Background: an optimization exercise with open tools, aiming at small area. Do not read the settings as production practice. The RTL was checked by simulation tests, not by an equivalence proof against the original design. The clock input has no modelled driver; a real chip could not lean on it and would need a root buffer or a full tree. Power is estimated from default activity; no workload was simulated.

the reference run:
// cie_cpu
module cie_cpu (
    input  wire        clk,
    input  wire        rst,           
    output wire        mem_req,
    output wire        mem_we,
    output wire [15:0] mem_addr,
    output wire [15:0] mem_wdata,
    input  wire        mem_ready,
    input  wire [15:0] mem_rdata,
    output wire        in_ready,
    input  wire        in_valid,
    input  wire [15:0] in_data,
    output wire        out_valid,
    output wire [15:0] out_data,
    output wire        halted,
    output wire        err,
    output wire [15:0] err_word,
    output wire [15:0] acc,
    output wire [15:0] ix,
    output wire [15:0] pc,
    output wire        flag_e,
    output wire        alu_z,
    output wire        alu_n,
    output wire        alu_c,
    output wire        alu_v
);
Settings: LEC_CHECK=0, CAP_MARGIN=20, CORE_MARGIN=2, CORE_UTILIZATION=60, SLEW_MARGIN=20; clock period 10.0 ns.
standard.sh (not shown) runs the stock make flow with config.mk's settings and CLKGATE_MAP_FILE= SYNTH_SCRIPT=/design/flow/synth_recipe.tcl, a recipe that flattens the netlist after the stock synthesis.
==> flow/flow/run.sh <==
#!/bin/bash
# The standard layout (standard.sh, the standard flow's own make of ORFS), with three changes:
#  - synthesis is synth_recipe.tcl unchanged except that its final ABC mapping
#    runs flow/area.abc, an area-oriented script, in place of ORFS's abc_speed
#    script (the registers come from dfflibmap before ABC and do not change);
#  - the ports are buffered by the smallest buffer cell (every input and output
#    port still gets its own buffer);
#  - the clock is buffered by flow/clk.tcl (three clkbuf_16 next to the three
#    groups of flip-flops they drive) in place of TritonCTS's H-tree.
# Each tool's output goes to flow.log (make and the tools it runs) and to ORFS's
# own logs under orfs/logs/.
set -euo pipefail
W="$PWD"
cat > "$W/synth_area.tcl" <<EOT
proc abc {args} {
  set i [lsearch -exact \$args -script]
  if {\$i >= 0} { lset args [expr {\$i + 1}] $W/flow/area.abc }
  yosys abc {*}\$args
}
source $W/synth_recipe.tcl
EOT
export PRE_CTS_TCL="$W/flow/clk.tcl"
bash standard.sh "SYNTH_SCRIPT=$W/synth_area.tcl" \
  "BUFFER_PORTS_ARGS=-buffer_cell sky130_fd_sc_hd__buf_1" \
  "PRE_CTS_TCL=$W/flow/clk.tcl" finish > flow.log 2>&1
Other scripts of this flow, unchanged in this note and not shown: flow/flow/area.abc, flow/flow/clk.tcl
Inputs modified between the reference run and the trial run:
diff --git a/flow/design.v b/flow/design.v
--- a/flow/design.v
+++ b/flow/design.v
@@ -103,37 +103,37 @@
     wire add_a   = st_copy ? p0 : add_x ? x0 : a0;
     wire b_zero  = st_copy | o_incdec;
     wire b_inv   = ex & (o_subl | o_dec);
     wire cin0    = st_copy | (ex & ((o_subl) | (o_incdec & !o_dec)));
     wire add_b   = (m0 & !b_zero) ^ b_inv;
     wire add_ci  = t0 ? cin0 : cy;
     wire sum     = add_a ^ add_b ^ add_ci;
     wire cout    = (add_a & add_b) | (add_a & add_ci) | (add_b & add_ci);
-    reg [3:0] tt;
+    reg res;
     always @(*) begin
-        if (o_ld | o_in)  tt = 4'b1010;                
-        else if (o_and)   tt = 4'b1000;
-        else if (o_or)    tt = 4'b1110;
-        else if (o_xor)   tt = 4'b0110;
-        else              tt = 4'b1100;                
-    end
-    wire lg  = tt[{a0, m0}];
-    wire res = (o_add | o_subl) ? sum : lg;
+        if (o_and)        res = a0 & m0;
+        else if (o_or)    res = a0 | m0;
+        else if (o_xor)   res = a0 ^ m0;
+        else if (o_shift) res = a0;
+        else              res = sum;
+    end
     wire [4:0] tn   = {1'b0, t} + {1'b0, r_mar[3:0]};
     wire       big  = |r_mar[15:4];
     wire       scond = tn[4] | big;
     wire clr   = (st == S_CLR);
     wire sha   = (st == S_SHA);
     wire shb   = (st == S_SHB);
     wire take  = o_jmp | (o_jpe & r_e) | (o_jpn & !r_e);
     wire acc_sh = pass & !(sha & !o_lsl & !scond) & !(shb & scond);
     wire acc_in = clr ? 1'b0 :
                   sha ? (a0 & !scond & o_lsl) :
-                  ex ? ((o_add | o_sub | (o_incdec & !o_onix)) ? sum : lg) : a0;
+                  (ex & (o_ld | o_in)) ? m0 :
+                  (ex & o_incdec & !o_onix) ? sum :
+                  (ex & (o_alu | o_shift) & !o_cmp) ? res : a0;
     wire ix_sh  = pass;
     wire ix_in  = clr ? 1'b0 :
                   (ex & o_ldr) ? m0 :
                   (ex & o_mov) ? a0 :
                   (ex & o_onix) ? sum : x0;
     wire pc_sh  = pass;
     wire pc_in  = clr ? 1'b0 :
                   st_copy ? sum :
- Between the trial run and the reference run, it is the trial run whose sequential fraction of the synthesis area is lower, by 0.58 points.
- Die area grows slightly when moving from the reference run to the trial run.
- For the trial run, the destination of the critical timing path was r_acc[15]$_SDFFCE_PN0P_, unlike the reference run, where it was mem_we.
- Summary of the trial run over the reference run: portion of total power attributed to the clock network now sits higher; critical path depth +14; synthesis-to-finish area growth comparable; final cell count grew by about 0.7%.
- Compared with the reference run, the trial run shows a higher synthesized cell count.
In every run of this note, the design's own scripts or RTL, not TritonCTS, make the clock network.

## port drivers added, routing unchanged
The results above use ideal ports. As a check the final layouts listed here were re-extracted and re-timed, cells and wires unchanged. Step 1, drivers: a clkbuf_16 drives clk and a buf_2 each remaining input, both assumed. Step 2 also shifts input and output timing later by t, the mid clock arrival at the registers, as if the neighbouring blocks saw the same clock. Three values: no drivers, after step 1, after step 2; two values: the first two.
| run | shift t [ns] | slack for setup (ns) | worst register clock-pin slew, ns |
|---|---|---|---|
| the reference run | 0.226 | 5.515 / 5.494 / 5.393 | 0.11 / 0.11 |
| the trial run | 0.223 | 4.693 / 4.693 / 4.693 | 0.12 / 0.12 |
After both steps setup and hold are still met in every run listed. For the reference run, which loses most, drivers alone change the setup slack by -0.021 ns; drivers and shift together by -0.122 ns.
